This design comes from an exercise in tuning for small area and a short achievable clock period on the open sky130 flow, not from production work.
RTL that was checked went through simulation tests only; none was proved equivalent to the original.
Power is estimated from default activity; no workload was simulated.

==> inputs of branch juniper <==
// frame_codec
module frame_codec (
    input  wire        clk,
    input  wire        rst,           
    input  wire        cmd_valid,
    input  wire [7:0]  cmd_op,
    input  wire [7:0]  cmd_arg,       
    input  wire [63:0] cmd_value,     
    output reg         resp_valid,
    output wire [7:0]  resp_status,
    output wire [63:0] resp_data,
    output reg         pay_valid,
    output reg  [7:0]  pay_byte,
    output wire [15:0] frm_version,
    output wire [15:0] frm_flags,
    output wire [63:0] frm_sequence,
    output wire [63:0] frm_reserved
);
clock: 5.0 ns
lec_check: 0
cap_margin: 20
core_margin: 2
core_utilization: 40
cts_buf_list: sky130_fd_sc_hd__clkbuf_4 sky130_fd_sc_hd__clkbuf_8
setup_slack_margin: 2.0
slew_margin: 20
standard.sh (not shown) runs the stock make flow with config.mk's settings and CLKGATE_MAP_FILE= SYNTH_SCRIPT=/design/flow/synth_recipe.tcl, a recipe that flattens the netlist after the stock synthesis.
==> flow/flow/run.sh <==
#!/bin/bash
set -euo pipefail
bash standard.sh finish "BUFFER_PORTS_ARGS=-buffer_cell sky130_fd_sc_hd__buf_2" > make.log 2>&1
==> inputs of branch lagoon, as changes to branch juniper <==
--- a/flow/design.v
+++ b/flow/design.v
@@ -56,33 +56,36 @@
     reg [15:0] cfg_ver;
     reg [12:0] cfg_max;           
     reg [31:0] crc_acc;
     reg [1:0]  st;
     reg [12:0] cnt;               
     reg        fresh;             
     reg        zb;                
     reg        l35;               
+    reg        l34;               
+    reg        zc;                
     reg        r3;                
     reg        pe;                
+    reg        chk_magic_bad, chk_ver_bad, chk_size_bad, chk_size_zero;
     reg        err_nz;            
     reg [1:0]  err_lo;
     reg [31:0] rx_crc;            
     reg [31:0] h_magic;
     reg [15:0] h_ver;
     reg [15:0] h_flags;
     reg [63:0] h_seq;
     reg [12:0] h_size;
     reg        h_big;             
     reg [63:0] h_resv;
     reg [31:0] h_crc;
     reg [3:0]  rs;                
     reg [31:0] rdata;             
     wire [7:0] b = cmd_arg;
-    wire take = cmd_valid & ~rst;
+    wire cv = cmd_valid;
     wire op_crc_init  = (cmd_op == 8'h01);
     wire op_crc_byte  = (cmd_op == 8'h02);
     wire op_crc_read  = (cmd_op == 8'h04);
     wire op_rx_start  = (cmd_op == 8'h30);
     wire op_rx_byte   = (cmd_op == 8'h31);
     wire op_rx_eos    = (cmd_op == 8'h32);
     wire op_cfg_read  = (cmd_op == 8'h40);
     wire op_cfg_write = (cmd_op == 8'h41);
@@ -92,37 +95,62 @@
     wire in_cls = (st == S_CLOSED);
     wire [5:0] c6 = cnt[5:0];
     wire zero_b  = zb;
     wire last35  = l35;
     wire rsy3    = r3;
     wire pay_end = pe;
     wire [12:0] cnt_dec = cnt - 13'd1;
     wire magic_lo_eq = (h_magic[23:0] == cfg_magic[23:0]);
-    wire magic_bad = ~magic_lo_eq | (h_magic[31:24] != cfg_magic[31:24]);
-    wire ver_bad   = (h_ver > cfg_ver);
-    wire size_bad  = h_big | (h_size > cfg_max);
-    wire size_zero = (h_size == 13'd0);
+    wire magic_bad = chk_magic_bad;
+    wire ver_bad   = chk_ver_bad;
+    wire size_bad  = chk_size_bad;
+    wire size_zero = chk_size_zero;
     wire win_match = magic_lo_eq & (b == cfg_magic[31:24]);
     wire [31:0] rx_base  = rx_crc | {32{fresh}};
-    wire [31:0] t_b      = crc_t(b);
-    wire [31:0] rx_m     = {8'h00, rx_base[31:8]} ^ crc_t(rx_base[7:0]);    
-    wire [31:0] rx_step  = rx_m ^ (zero_b ? 32'd0 : t_b);
-    wire [31:0] acc_step = {8'h00, crc_acc[31:8]} ^ crc_t(crc_acc[7:0]) ^ t_b;
+    wire [31:0] rx_step  = {8'h00, rx_base[31:8]} ^ crc_t(rx_base[7:0] ^ (zero_b ? 8'h00 : b));
+    wire [31:0] acc_step = {8'h00, crc_acc[31:8]} ^ crc_t(crc_acc[7:0] ^ b);
     wire        rsy_drop = rsy3 & ~win_match;
     wire [31:0] drop_w0  = crc_zeros({24'd0, h_magic[7:0]}, 4) ^
                            crc_zeros(32'hFFFFFFFF, 4) ^ crc_zeros(32'hFFFFFFFF, 3);
     wire [31:0] rx_next  = rx_step ^ (drop_w0 & {32{rsy_drop}});
-    wire        ok_pay   = ({rx_crc[31:8], rx_crc[7:0] ^ b} == h_crc);
-    wire        ok_zero  = ((rx_m ^ 32'hFFFFFFFF) == {b, h_crc[23:0]});
     wire [31:0] crc_field_q = {h_crc[23:0], 8'h00} ^ 32'hf0958fd9 ^
         ({32{b[0]}} & 32'hdb710641) ^ ({32{b[1]}} & 32'h6d930ac3) ^
         ({32{b[2]}} & 32'hdb261586) ^ ({32{b[3]}} & 32'h6d3d2d4d) ^
         ({32{b[4]}} & 32'hda7a5a9a) ^ ({32{b[5]}} & 32'h6f85b375) ^
         ({32{b[6]}} & 32'hdf0b66ea) ^ ({32{b[7]}} & 32'h6567cb95);
+    wire        ok_pay   = ({rx_crc[31:8], rx_crc[7:0] ^ b} == h_crc);
+    wire [23:0] zc_vec;
+    assign zc_vec[0] = ^(rx_crc & 32'h000104d1) ^ ^(b & 8'h00) ^ ^(h_crc[15:0] & 16'h0001) ^ 1'b1;
+    assign zc_vec[1] = ^(rx_crc & 32'h000209a2) ^ ^(b & 8'h00) ^ ^(h_crc[15:0] & 16'h0002) ^ 1'b1;
+    assign zc_vec[2] = ^(rx_crc & 32'h00041344) ^ ^(b & 8'h00) ^ ^(h_crc[15:0] & 16'h0004) ^ 1'b1;
+    assign zc_vec[3] = ^(rx_crc & 32'h00082688) ^ ^(b & 8'h00) ^ ^(h_crc[15:0] & 16'h0008) ^ 1'b1;
+    assign zc_vec[4] = ^(rx_crc & 32'h00104d10) ^ ^(b & 8'h00) ^ ^(h_crc[15:0] & 16'h0010) ^ 1'b1;
+    assign zc_vec[5] = ^(rx_crc & 32'h00209a20) ^ ^(b & 8'h00) ^ ^(h_crc[15:0] & 16'h0020) ^ 1'b1;
+    assign zc_vec[6] = ^(rx_crc & 32'h00403091) ^ ^(b & 8'h00) ^ ^(h_crc[15:0] & 16'h0040) ^ 1'b1;
+    assign zc_vec[7] = ^(rx_crc & 32'h00806122) ^ ^(b & 8'h00) ^ ^(h_crc[15:0] & 16'h0080) ^ 1'b1;
+    assign zc_vec[8] = ^(rx_crc & 32'h0100c245) ^ ^(b & 8'h00) ^ ^(h_crc[15:0] & 16'h0100) ^ 1'b1;
+    assign zc_vec[9] = ^(rx_crc & 32'h0200805a) ^ ^(b & 8'h00) ^ ^(h_crc[15:0] & 16'h0200) ^ 1'b1;
+    assign zc_vec[10] = ^(rx_crc & 32'h04000464) ^ ^(b & 8'h00) ^ ^(h_crc[15:0] & 16'h0400) ^ 1'b1;
+    assign zc_vec[11] = ^(rx_crc & 32'h080008c8) ^ ^(b & 8'h00) ^ ^(h_crc[15:0] & 16'h0800) ^ 1'b1;
+    assign zc_vec[12] = ^(rx_crc & 32'h10001191) ^ ^(b & 8'h00) ^ ^(h_crc[15:0] & 16'h1000) ^ 1'b1;
+    assign zc_vec[13] = ^(rx_crc & 32'h20002323) ^ ^(b & 8'h00) ^ ^(h_crc[15:0] & 16'h2000) ^ 1'b1;
+    assign zc_vec[14] = ^(rx_crc & 32'h40004646) ^ ^(b & 8'h00) ^ ^(h_crc[15:0] & 16'h4000) ^ 1'b1;
+    assign zc_vec[15] = ^(rx_crc & 32'h80008c8c) ^ ^(b & 8'h00) ^ ^(h_crc[15:0] & 16'h8000) ^ 1'b1;
+    assign zc_vec[16] = ^(rx_crc & 32'h00001dc9) ^ ^(b & 8'h01) ^ ^(h_crc[15:0] & 16'h0000) ^ 1'b1;
+    assign zc_vec[17] = ^(rx_crc & 32'h00003b93) ^ ^(b & 8'h02) ^ ^(h_crc[15:0] & 16'h0000) ^ 1'b1;
+    assign zc_vec[18] = ^(rx_crc & 32'h00007726) ^ ^(b & 8'h04) ^ ^(h_crc[15:0] & 16'h0000) ^ 1'b1;
+    assign zc_vec[19] = ^(rx_crc & 32'h0000ee4d) ^ ^(b & 8'h08) ^ ^(h_crc[15:0] & 16'h0000) ^ 1'b1;
+    assign zc_vec[20] = ^(rx_crc & 32'h0000d84b) ^ ^(b & 8'h10) ^ ^(h_crc[15:0] & 16'h0000) ^ 1'b1;
+    assign zc_vec[21] = ^(rx_crc & 32'h0000b446) ^ ^(b & 8'h20) ^ ^(h_crc[15:0] & 16'h0000) ^ 1'b1;
+    assign zc_vec[22] = ^(rx_crc & 32'h00006c5c) ^ ^(b & 8'h40) ^ ^(h_crc[15:0] & 16'h0000) ^ 1'b1;
+    assign zc_vec[23] = ^(rx_crc & 32'h0000d8b8) ^ ^(b & 8'h80) ^ ^(h_crc[15:0] & 16'h0000) ^ 1'b1;
+    wire        zc_next  = (zc_vec == 24'd0);
+    wire [31:0] t_vlo    = crc_t(rx_crc[7:0] ^ 8'hd9);
+    wire        ok_zero  = zc & (t_vlo[31:24] == b);
     wire v_big = (|cmd_value[63:13]) | (cmd_value[12] & (|cmd_value[11:0]));
     wire [12:0] v_max = v_big ? 13'd4096 : cmd_value[12:0];
     wire r_cfg_ok = (cmd_arg[7:2] == 6'd0);                   
     wire r_rd_ok  = r_cfg_ok | (cmd_arg == 8'h04) | (cmd_arg == 8'h10) | (cmd_arg == 8'h11);
     wire [5:0]  hdr_count   = in_pay ? 6'd36 : c6;
     wire [21:0] status_view = {hdr_count, 3'b000, err_nz, 2'b00, err_lo, 6'd0, st};
     wire [12:0] remain      = in_pay ? cnt : 13'd0;
     wire [31:0] acc_view    = crc_acc ^ {32{op_crc_read}};
@@ -139,16 +167,32 @@
                 2'd0: rdata_n = cfg_magic;
                 2'd1: rdata_n = {16'd0, cfg_ver};
                 2'd2: rdata_n = {19'd0, cfg_max};
                 default: rdata_n = acc_view;
             endcase
         end else
             rdata_n = {19'd0, h_size};                
     end
+    wire wr_cmd   = cv & op_cfg_write;
+    wire wr_magic = wr_cmd & (cmd_arg == 8'h00);
+    wire wr_ver   = wr_cmd & (cmd_arg == 8'h01);
+    wire wr_max   = wr_cmd & (cmd_arg == 8'h02);
+    wire magic_eq_now = magic_lo_eq & (h_magic[31:24] == cfg_magic[31:24]);
+    wire magic_eq_new = (h_magic == cmd_value[31:0]);
+    wire ver_gt_now   = (h_ver > cfg_ver);
+    wire ver_gt_new   = (h_ver > cmd_value[15:0]);
+    wire size_gt_now  = (h_size > cfg_max);
+    wire size_gt_new  = v_big ? (h_size[12] & (|h_size[11:0])) : (h_size > cmd_value[12:0]);
+    always @(posedge clk) begin
+        chk_magic_bad <= ~(wr_magic ? magic_eq_new : magic_eq_now);
+        chk_ver_bad   <= wr_ver ? ver_gt_new : ver_gt_now;
+        chk_size_bad  <= h_big | (wr_max ? size_gt_new : size_gt_now);
+        chk_size_zero <= (h_size == 13'd0);
+    end
     wire cap = in_hdr | (in_rsy & (c6[5:2] == 4'd0) & (c6 != 6'd3));
     always @(posedge clk) begin
         if (cap) begin
             case (c6)
                 6'd0:  h_magic[7:0]   <= b;
                 6'd1:  h_magic[15:8]  <= b;
                 6'd2:  h_magic[23:16] <= b;
                 6'd3:  h_magic[31:24] <= b;
@@ -177,34 +221,36 @@
                 6'd32: h_crc[7:0]     <= b;
                 6'd33: h_crc[15:8]    <= b;
                 6'd34: h_crc[23:16]   <= b;
                 default: ;
             endcase
         end
         if (in_hdr && c6 == 6'd17)
             h_big <= |b[7:5];
-        if (take && op_rx_byte && in_hdr && c6 >= 6'd18 && c6 <= 6'd23)
+        if (cv && op_rx_byte && in_hdr && c6 >= 6'd18 && c6 <= 6'd23)
             h_big <= h_big | (|b);
-        if (take && op_rx_byte && last35)
+        if (cv && op_rx_byte && l34)
+            zc <= zc_next;
+        if (cv && op_rx_byte && last35)
             h_crc <= crc_field_q;
-        if (take && op_rx_byte && rsy3) begin
+        if (cv && op_rx_byte && rsy3) begin
             if (win_match)
                 h_magic[31:24] <= b;
             else
                 h_magic[23:0] <= {b, h_magic[23:8]};
         end
     end
     always @(posedge clk) begin
-        resp_valid <= take;
-        pay_valid  <= take & op_rx_byte & in_pay;
+        resp_valid <= cv;
+        pay_valid  <= cv & op_rx_byte & in_pay;
         pay_byte   <= b;
         rdata      <= rdata_n;
         rs         <= R_ILLEGAL;
-        if (take) begin
+        if (cv) begin
             if (op_crc_init) begin
                 crc_acc <= 32'hFFFFFFFF;
                 rs <= R_OK;
             end
             if (op_crc_byte) begin
                 crc_acc <= acc_step;
                 rs <= R_OK;
             end
@@ -218,26 +264,26 @@
                 if (cmd_arg == 8'h01) cfg_ver   <= cmd_value[15:0];
                 if (cmd_arg == 8'h02) cfg_max   <= v_max;
                 if (cmd_arg == 8'h03) crc_acc   <= cmd_value[31:0];
             end
             if (op_rx_start) begin
                 st     <= S_HEADER;
                 cnt    <= 13'd0;
                 fresh  <= 1'b1;
-                {zb, l35, r3, pe} <= 4'b0000;
+                {zb, l35, l34, r3, pe} <= 5'b00000;
                 err_nz <= 1'b0;
                 err_lo <= 2'd0;
                 rs     <= R_OK;
             end
             if (op_rx_eos) begin
                 st    <= S_CLOSED;
                 cnt   <= 13'd0;
                 fresh <= 1'b1;
-                {zb, l35, r3, pe} <= 4'b0000;
+                {zb, l35, l34, r3, pe} <= 5'b00000;
                 rs    <= R_CLOSED;
             end
             if (op_rx_byte) begin
                 if (!in_cls)
                     rx_crc <= rx_next;
                 if (in_cls) begin
                     rs <= R_CLOSED;
                 end else if (in_pay) begin
@@ -264,17 +310,17 @@
                             cnt   <= 13'd4;
                             fresh <= 1'b0;
                             r3    <= 1'b0;
                             st    <= S_HEADER;
                         end
                     end else if (last35) begin
                         cnt   <= 13'd0;
                         fresh <= 1'b1;
-                        {zb, l35} <= 2'b00;
+                        {zb, l35, l34} <= 3'b000;
                         if (magic_bad) begin
                             st <= S_RESYNC; err_nz <= 1'b1; err_lo <= 2'd0; rs <= R_INV_HDR;
                         end else if (ver_bad) begin
                             st <= S_RESYNC; err_nz <= 1'b1; err_lo <= 2'd1; rs <= R_BAD_VER;
                         end else if (size_bad) begin
                             st <= S_RESYNC; err_nz <= 1'b1; err_lo <= 2'd2; rs <= R_TOO_LARGE;
                         end else if (!size_zero) begin
                             cnt   <= h_size;
@@ -287,30 +333,31 @@
                         end else begin
                             st <= S_RESYNC; err_nz <= 1'b1; err_lo <= 2'd3; rs <= R_CRC_MISM;
                         end
                     end else begin
                         cnt   <= {7'd0, c6 + 6'd1};
                         fresh <= 1'b0;
                         zb    <= in_hdr & (c6 >= 6'd31);
                         l35   <= in_hdr & (c6 == 6'd34);
+                        l34   <= in_hdr & (c6 == 6'd33);
                         r3    <= in_rsy & (c6 == 6'd2);
                     end
                 end
             end
         end
         if (rst) begin
             cfg_magic  <= 32'h44535746;
             cfg_ver    <= 16'd1;
             cfg_max    <= 13'd4096;
             crc_acc    <= 32'hFFFFFFFF;
             st         <= S_HEADER;
             cnt        <= 13'd0;
             fresh      <= 1'b1;
-            {zb, l35, r3, pe} <= 4'b0000;
+            {zb, l35, l34, r3, pe} <= 5'b00000;
             err_nz     <= 1'b0;
             err_lo     <= 2'd0;
             resp_valid <= 1'b0;
             pay_valid  <= 1'b0;
         end
     end
     assign resp_status = {2'b00, rs[3], rs[2], 2'b00, rs[1], rs[0]};
     assign resp_data   = {32'd0, rdata};
==> flow/flow/run.sh (replaced) <==
#!/bin/bash
set -euo pipefail
bash standard.sh finish "BUFFER_PORTS_ARGS=-buffer_cell sky130_fd_sc_hd__buf_1" > make.log 2>&1
==> flow/config.mk (replaced) <==
export PLATFORM = sky130hd
export DESIGN_NAME = frame_codec
export DESIGN_NICKNAME = frame_codec
export VERILOG_FILES = /design/flow/design.v
export SDC_FILE = /design/flow/constraint.sdc
export NUM_CORES = 4
export LEC_CHECK = 0
export CAP_MARGIN = 10
export CORE_MARGIN = 2
export CORE_UTILIZATION = 55
export CTS_BUF_LIST = sky130_fd_sc_hd__clkbuf_4 sky130_fd_sc_hd__clkbuf_8
export CTS_CLUSTER_SIZE = 12
export SETUP_SLACK_MARGIN = 2.5
export SLEW_MARGIN = 10
==> inputs of branch sierra, as changes to branch juniper <==
--- a/flow/design.v
+++ b/flow/design.v
@@ -54,20 +54,16 @@
     endfunction
     reg [31:0] cfg_magic;
     reg [15:0] cfg_ver;
     reg [12:0] cfg_max;           
     reg [31:0] crc_acc;
     reg [1:0]  st;
     reg [12:0] cnt;               
     reg        fresh;             
-    reg        zb;                
-    reg        l35;               
-    reg        r3;                
-    reg        pe;                
     reg        err_nz;            
     reg [1:0]  err_lo;
     reg [31:0] rx_crc;            
     reg [31:0] h_magic;
     reg [15:0] h_ver;
     reg [15:0] h_flags;
     reg [63:0] h_seq;
     reg [12:0] h_size;
@@ -86,43 +82,36 @@
     wire op_rx_eos    = (cmd_op == 8'h32);
     wire op_cfg_read  = (cmd_op == 8'h40);
     wire op_cfg_write = (cmd_op == 8'h41);
     wire in_hdr = (st == S_HEADER);
     wire in_pay = (st == S_PAYLOAD);
     wire in_rsy = (st == S_RESYNC);
     wire in_cls = (st == S_CLOSED);
     wire [5:0] c6 = cnt[5:0];
-    wire zero_b  = zb;
-    wire last35  = l35;
-    wire rsy3    = r3;
-    wire pay_end = pe;
+    wire zero_b  = in_hdr & c6[5];                    
+    wire last35  = in_hdr & (c6 == 6'd35);
+    wire rsy3    = in_rsy & (c6 == 6'd3);
+    wire pay_end = (cnt == 13'd1);
     wire [12:0] cnt_dec = cnt - 13'd1;
     wire magic_lo_eq = (h_magic[23:0] == cfg_magic[23:0]);
     wire magic_bad = ~magic_lo_eq | (h_magic[31:24] != cfg_magic[31:24]);
     wire ver_bad   = (h_ver > cfg_ver);
     wire size_bad  = h_big | (h_size > cfg_max);
     wire size_zero = (h_size == 13'd0);
     wire win_match = magic_lo_eq & (b == cfg_magic[31:24]);
     wire [31:0] rx_base  = rx_crc | {32{fresh}};
-    wire [31:0] t_b      = crc_t(b);
-    wire [31:0] rx_m     = {8'h00, rx_base[31:8]} ^ crc_t(rx_base[7:0]);    
-    wire [31:0] rx_step  = rx_m ^ (zero_b ? 32'd0 : t_b);
-    wire [31:0] acc_step = {8'h00, crc_acc[31:8]} ^ crc_t(crc_acc[7:0]) ^ t_b;
+    wire [31:0] rx_step  = {8'h00, rx_base[31:8]} ^ crc_t(rx_base[7:0] ^ (zero_b ? 8'h00 : b));
+    wire [31:0] acc_step = {8'h00, crc_acc[31:8]} ^ crc_t(crc_acc[7:0] ^ b);
     wire        rsy_drop = rsy3 & ~win_match;
     wire [31:0] drop_w0  = crc_zeros({24'd0, h_magic[7:0]}, 4) ^
                            crc_zeros(32'hFFFFFFFF, 4) ^ crc_zeros(32'hFFFFFFFF, 3);
     wire [31:0] rx_next  = rx_step ^ (drop_w0 & {32{rsy_drop}});
-    wire        ok_pay   = ({rx_crc[31:8], rx_crc[7:0] ^ b} == h_crc);
-    wire        ok_zero  = ((rx_m ^ 32'hFFFFFFFF) == {b, h_crc[23:0]});
-    wire [31:0] crc_field_q = {h_crc[23:0], 8'h00} ^ 32'hf0958fd9 ^
-        ({32{b[0]}} & 32'hdb710641) ^ ({32{b[1]}} & 32'h6d930ac3) ^
-        ({32{b[2]}} & 32'hdb261586) ^ ({32{b[3]}} & 32'h6d3d2d4d) ^
-        ({32{b[4]}} & 32'hda7a5a9a) ^ ({32{b[5]}} & 32'h6f85b375) ^
-        ({32{b[6]}} & 32'hdf0b66ea) ^ ({32{b[7]}} & 32'h6567cb95);
+    wire [31:0] crc_want = {last35 ? b : h_crc[31:24], h_crc[23:0]};
+    wire        crc_ok   = ((rx_step ^ 32'hFFFFFFFF) == crc_want);
     wire v_big = (|cmd_value[63:13]) | (cmd_value[12] & (|cmd_value[11:0]));
     wire [12:0] v_max = v_big ? 13'd4096 : cmd_value[12:0];
     wire r_cfg_ok = (cmd_arg[7:2] == 6'd0);                   
     wire r_rd_ok  = r_cfg_ok | (cmd_arg == 8'h04) | (cmd_arg == 8'h10) | (cmd_arg == 8'h11);
     wire [5:0]  hdr_count   = in_pay ? 6'd36 : c6;
     wire [21:0] status_view = {hdr_count, 3'b000, err_nz, 2'b00, err_lo, 6'd0, st};
     wire [12:0] remain      = in_pay ? cnt : 13'd0;
     wire [31:0] acc_view    = crc_acc ^ {32{op_crc_read}};
@@ -172,25 +161,24 @@
                 6'd27: h_resv[31:24]  <= b;
                 6'd28: h_resv[39:32]  <= b;
                 6'd29: h_resv[47:40]  <= b;
                 6'd30: h_resv[55:48]  <= b;
                 6'd31: h_resv[63:56]  <= b;
                 6'd32: h_crc[7:0]     <= b;
                 6'd33: h_crc[15:8]    <= b;
                 6'd34: h_crc[23:16]   <= b;
+                6'd35: h_crc[31:24]   <= b;
                 default: ;
             endcase
         end
         if (in_hdr && c6 == 6'd17)
             h_big <= |b[7:5];
         if (take && op_rx_byte && in_hdr && c6 >= 6'd18 && c6 <= 6'd23)
             h_big <= h_big | (|b);
-        if (take && op_rx_byte && last35)
-            h_crc <= crc_field_q;
         if (take && op_rx_byte && rsy3) begin
             if (win_match)
                 h_magic[31:24] <= b;
             else
                 h_magic[23:0] <= {b, h_magic[23:8]};
         end
     end
     always @(posedge clk) begin
@@ -218,99 +206,88 @@
                 if (cmd_arg == 8'h01) cfg_ver   <= cmd_value[15:0];
                 if (cmd_arg == 8'h02) cfg_max   <= v_max;
                 if (cmd_arg == 8'h03) crc_acc   <= cmd_value[31:0];
             end
             if (op_rx_start) begin
                 st     <= S_HEADER;
                 cnt    <= 13'd0;
                 fresh  <= 1'b1;
-                {zb, l35, r3, pe} <= 4'b0000;
                 err_nz <= 1'b0;
                 err_lo <= 2'd0;
                 rs     <= R_OK;
             end
             if (op_rx_eos) begin
                 st    <= S_CLOSED;
                 cnt   <= 13'd0;
                 fresh <= 1'b1;
-                {zb, l35, r3, pe} <= 4'b0000;
                 rs    <= R_CLOSED;
             end
             if (op_rx_byte) begin
                 if (!in_cls)
                     rx_crc <= rx_next;
                 if (in_cls) begin
                     rs <= R_CLOSED;
                 end else if (in_pay) begin
                     if (pay_end) begin
                         cnt   <= 13'd0;
                         fresh <= 1'b1;
-                        pe    <= 1'b0;
-                        if (ok_pay) begin
+                        if (crc_ok) begin
                             st <= S_HEADER;
                             rs <= R_FRAME;
                         end else begin
                             st <= S_RESYNC; err_nz <= 1'b1; err_lo <= 2'd3; rs <= R_CRC_MISM;
                         end
                     end else begin
                         cnt   <= cnt_dec;
                         fresh <= 1'b0;
-                        pe    <= (cnt == 13'd2);
                         rs    <= R_NEED_MORE;
                     end
                 end else begin
                     rs <= R_NEED_MORE;
                     if (rsy3) begin
                         if (win_match) begin
                             cnt   <= 13'd4;
                             fresh <= 1'b0;
-                            r3    <= 1'b0;
                             st    <= S_HEADER;
                         end
                     end else if (last35) begin
                         cnt   <= 13'd0;
                         fresh <= 1'b1;
-                        {zb, l35} <= 2'b00;
                         if (magic_bad) begin
                             st <= S_RESYNC; err_nz <= 1'b1; err_lo <= 2'd0; rs <= R_INV_HDR;
                         end else if (ver_bad) begin
                             st <= S_RESYNC; err_nz <= 1'b1; err_lo <= 2'd1; rs <= R_BAD_VER;
                         end else if (size_bad) begin
                             st <= S_RESYNC; err_nz <= 1'b1; err_lo <= 2'd2; rs <= R_TOO_LARGE;
                         end else if (!size_zero) begin
                             cnt   <= h_size;
                             fresh <= 1'b0;
-                            pe    <= (h_size == 13'd1);
                             st    <= S_PAYLOAD;
                             rs    <= R_HEADER_OK;
-                        end else if (ok_zero) begin
+                        end else if (crc_ok) begin
                             rs <= R_FRAME;
                         end else begin
                             st <= S_RESYNC; err_nz <= 1'b1; err_lo <= 2'd3; rs <= R_CRC_MISM;
                         end
                     end else begin
                         cnt   <= {7'd0, c6 + 6'd1};
                         fresh <= 1'b0;
-                        zb    <= in_hdr & (c6 >= 6'd31);
-                        l35   <= in_hdr & (c6 == 6'd34);
-                        r3    <= in_rsy & (c6 == 6'd2);
                     end
                 end
             end
         end
         if (rst) begin
             cfg_magic  <= 32'h44535746;
             cfg_ver    <= 16'd1;
             cfg_max    <= 13'd4096;
             crc_acc    <= 32'hFFFFFFFF;
             st         <= S_HEADER;
             cnt        <= 13'd0;
             fresh      <= 1'b1;
-            {zb, l35, r3, pe} <= 4'b0000;
             err_nz     <= 1'b0;
             err_lo     <= 2'd0;
             resp_valid <= 1'b0;
             pay_valid  <= 1'b0;
         end
     end
     assign resp_status = {2'b00, rs[3], rs[2], 2'b00, rs[1], rs[0]};
     assign resp_data   = {32'd0, rdata};
==> flow/run.sh (new file) <==
#!/bin/bash
# synth_recipe.tcl (not shown) runs the flow's synth.tcl, then flattens the netlist and writes it again
# the make line also repeats each setting of config.mk as NAME=value (left out here)
make -C /OpenROAD-flow-scripts/flow DESIGN_CONFIG=/design/flow/config.mk WORK_HOME=/design/flow/orfs CLKGATE_MAP_FILE= SYNTH_SCRIPT=/design/flow/synth_recipe.tcl finish
removed: flow/flow/run.sh
removed: flow/standard.sh
==> inputs of branch willow, as changes to branch juniper <==
==> flow/config.mk (replaced) <==
export PLATFORM = sky130hd
export DESIGN_NAME = frame_codec
export DESIGN_NICKNAME = frame_codec
export VERILOG_FILES = /design/flow/design.v
export SDC_FILE = /design/flow/constraint.sdc
export NUM_CORES = 4
export LEC_CHECK = 0
export CAP_MARGIN = 20
export CORE_MARGIN = 2
export CORE_UTILIZATION = 40
export CTS_BUF_LIST = sky130_fd_sc_hd__clkbuf_4 sky130_fd_sc_hd__clkbuf_8
export SETUP_SLACK_MARGIN = 2.4
export SLEW_MARGIN = 20
==> impl_table.tex <==
\begin{tabular}{lr}
\hline
Metric & Value \\
\hline
\multicolumn{2}{l}{\textbf{Run status}} \\
Outcome & no timing/DRC/antenna violations \\
\multicolumn{2}{l}{\textbf{Worst setup path}} \\
CP top delay family & simple AND/OR/NAND/NOR gates \\
Cells on worst reg2reg path & 14 \\
Number of buffers and inverters on the critical path & 3 \\
Crit Path Category & flop to flop \\
\multicolumn{2}{l}{\textbf{Cells and area}} \\
Commonest non-fill, non-tap cells in the layout & 277 x sky130\_fd\_sc\_hd\_\_clkdlybuf4s50\_1, 269 x sky130\_fd\_sc\_hd\_\_nand2\_1, 238 x sky130\_fd\_sc\_hd\_\_edfxtp\_1 \\
Finished Cell Area & 0.0275 mm\^{}2 \\
\multicolumn{2}{l}{\textbf{Placement}} \\
Placement Setup Slack & 489 ps \\
\multicolumn{2}{l}{\textbf{Global route}} \\
Initial antenna violation count & 5 \\
Maximum number of pins on one net before global-route repair & 84 \\
\multicolumn{2}{l}{\textbf{Clocking}} \\
Register clock-pin slew on the reported worst setup and hold paths & 70 ps \\
\multicolumn{2}{l}{\textbf{Detailed routing}} \\
Iteration-0 DRC count of the detailed router & 1,916 \\
\multicolumn{2}{l}{\textbf{Power and ir drop}} \\
Proportion of power drawn by combinational gates & 0.133 \\
\hline
\end{tabular}
# the run above: branch sierra

==> impl_table.tex <==
\begin{tabular}{lr}
\hline
Metric & Value \\
\hline
\multicolumn{2}{l}{\textbf{Detailed routing}} \\
Met3 Wirelength & 8080 um \\
Iteration-0 DRC count of the detailed router & 2,529 \\
\multicolumn{2}{l}{\textbf{Power and ir drop}} \\
Proportion of power drawn by combinational gates & 0.168 \\
Clk. pwr & 3.49 mW \\
\multicolumn{2}{l}{\textbf{Clocking}} \\
Register clock-pin slew on the reported worst setup and hold paths & 60 ps \\
TritonCTS sink count & 432 \\
\multicolumn{2}{l}{\textbf{Placement}} \\
Global placement routability congestion & 1.00 \\
Placement Setup Slack & 1010 ps \\
\multicolumn{2}{l}{\textbf{Global route}} \\
Maximum number of pins on one net before global-route repair & 75 \\
Initial antenna violation count & 2 \\
GR Util met2 & 0.451 \\
\multicolumn{2}{l}{\textbf{Worst setup path}} \\
Cells on worst reg2reg path & 11 \\
Number of buffers and inverters on the critical path & 2 \\
\multicolumn{2}{l}{\textbf{Job}} \\
Max-Cap Viols & 0 \\
\multicolumn{2}{l}{\textbf{Yosys}} \\
Post-Synthesis Cells & 2,381 \\
\multicolumn{2}{l}{\textbf{Cells and area}} \\
Commonest non-fill, non-tap cells in the layout & 345 x sky130\_fd\_sc\_hd\_\_xnor2\_1, 285 x sky130\_fd\_sc\_hd\_\_buf\_2, 281 x sky130\_fd\_sc\_hd\_\_nand2\_1 \\
Finished Cell Area & 0.0279 mm\^{}2 \\
\multicolumn{2}{l}{\textbf{Floorplan}} \\
Die X & 246 um \\
Die ar. & 0.0604 mm\^{}2 \\
\multicolumn{2}{l}{\textbf{Run status}} \\
Outcome & no timing/DRC/antenna violations \\
\hline
\end{tabular}
# the run above: branch juniper

==> impl_table.tex <==
\begin{tabular}{lr}
\hline
Metric & Value \\
\hline
\multicolumn{2}{l}{\textbf{Run status}} \\
Outcome & no timing/DRC/antenna violations \\
\multicolumn{2}{l}{\textbf{Cells and area}} \\
Count of multi-input combinational gates & 1,742 \\
Commonest non-fill, non-tap cells in the layout & 332 x sky130\_fd\_sc\_hd\_\_xnor2\_1, 281 x sky130\_fd\_sc\_hd\_\_buf\_2, 245 x sky130\_fd\_sc\_hd\_\_nand2\_1 \\
Finished Cell Area & 0.0290 mm\^{}2 \\
\multicolumn{2}{l}{\textbf{Detailed routing}} \\
Post-detailed-route count of antenna-violating nets & 0 \\
DR DRC count & 0 \\
Iteration-0 DRC count of the detailed router & 2,400 \\
\multicolumn{2}{l}{\textbf{Worst setup path}} \\
Number of buffers and inverters on the critical path & 3 \\
CP top delay family & simple AND/OR/NAND/NOR gates \\
Crit Path Category & flop to flop \\
Cells on worst reg2reg path & 11 \\
Arrival time of the worst setup path & 3720 ps \\
\multicolumn{2}{l}{\textbf{Placement}} \\
Cells after DPL & 3,324 \\
Placement Setup Slack & 1020 ps \\
\multicolumn{2}{l}{\textbf{Global route}} \\
Initial antenna violation count & 1 \\
GR Util met2 & 0.441 \\
\multicolumn{2}{l}{\textbf{Clocking}} \\
Register clock-pin slew on the reported worst setup and hold paths & 70 ps \\
Clock tree root buffer cell & sky130\_fd\_sc\_hd\_\_clkbuf\_8 \\
\multicolumn{2}{l}{\textbf{Power and ir drop}} \\
Switching share of total power & 0.295 \\
\hline
\end{tabular}
# the run above: branch willow

==> impl_table.tex <==
\begin{tabular}{lr}
\hline
Metric & Value \\
\hline
\multicolumn{2}{l}{\textbf{Run status}} \\
Outcome & no timing/DRC/antenna violations \\
\multicolumn{2}{l}{\textbf{Cells and area}} \\
Commonest non-fill, non-tap cells in the layout & 326 x sky130\_fd\_sc\_hd\_\_xnor2\_1, 270 x sky130\_fd\_sc\_hd\_\_buf\_1, 260 x sky130\_fd\_sc\_hd\_\_nand2\_1 \\
Number of flip-flops and latches & 438 \\
Finished Cell Area & 0.0296 mm\^{}2 \\
\multicolumn{2}{l}{\textbf{Global route}} \\
Initial antenna violation count & 3 \\
Maximum number of pins on one net before global-route repair & 78 \\
\multicolumn{2}{l}{\textbf{Detailed routing}} \\
Iteration-0 DRC count of the detailed router & 2,772 \\
\multicolumn{2}{l}{\textbf{Floorplan}} \\
Die ar. & 0.0468 mm\^{}2 \\
\multicolumn{2}{l}{\textbf{Worst setup path}} \\
CP top delay family & simple AND/OR/NAND/NOR gates \\
Cell with the largest stage delay on the worst path & sky130\_fd\_sc\_hd\_\_nor4b\_4 \\
Crit Path Category & primary input to flop \\
Cells on worst reg2reg path & 9 \\
\multicolumn{2}{l}{\textbf{Clocking}} \\
Register clock-pin slew on the reported worst setup and hold paths & 60 ps \\
\multicolumn{2}{l}{\textbf{Power and ir drop}} \\
Proportion of power drawn by combinational gates & 0.148 \\
\hline
\end{tabular}
# the run above: branch lagoon

Function not checked in branch sierra: the RTL went through the layout flow alone.

==> port drivers added, routing unchanged <==
The flow's constraints put no driver on any port. The routed layouts listed below were extracted and timed again, unchanged, in two steps. Step 1 assumes that a clkbuf_16 drives the clock port and a buf_2 every other input. Step 2 times the ports against the registers' clock, not the clock port: input delays grow and output delays shrink by t, the midpoint of the rising clock arrivals with the driver on. Three values: ideal, step 1, step 2; two values: the first two.
| run | t (ns) | setup slack, ns | hold slack, ns | worst setup path at the end | worst slew at a driven data input, ns |
|---|---|---|---|---|---|
| branch juniper | 0.733 | 1.917 / 1.917 / 1.221 | 0.500 / 0.500 / 0.500 | input to register | 0.08 |
| branch lagoon | 0.752 | 2.478 / 2.513 / 1.760 | 0.492 / 0.492 / 0.492 | input to register | 0.12 |
| branch sierra | 0.734 | 1.484 / 1.484 / 0.867 | 0.458 / 0.458 / 0.458 | input to register | 0.12 |
| branch willow | 0.718 | 1.831 / 1.831 / 1.238 | 0.493 / 0.493 / 0.493 | input to register | 0.15 |
After both steps every run listed still meets setup and hold. For branch lagoon, which loses most, drivers alone change the setup slack by +0.035 ns; drivers and shift together by -0.718 ns.
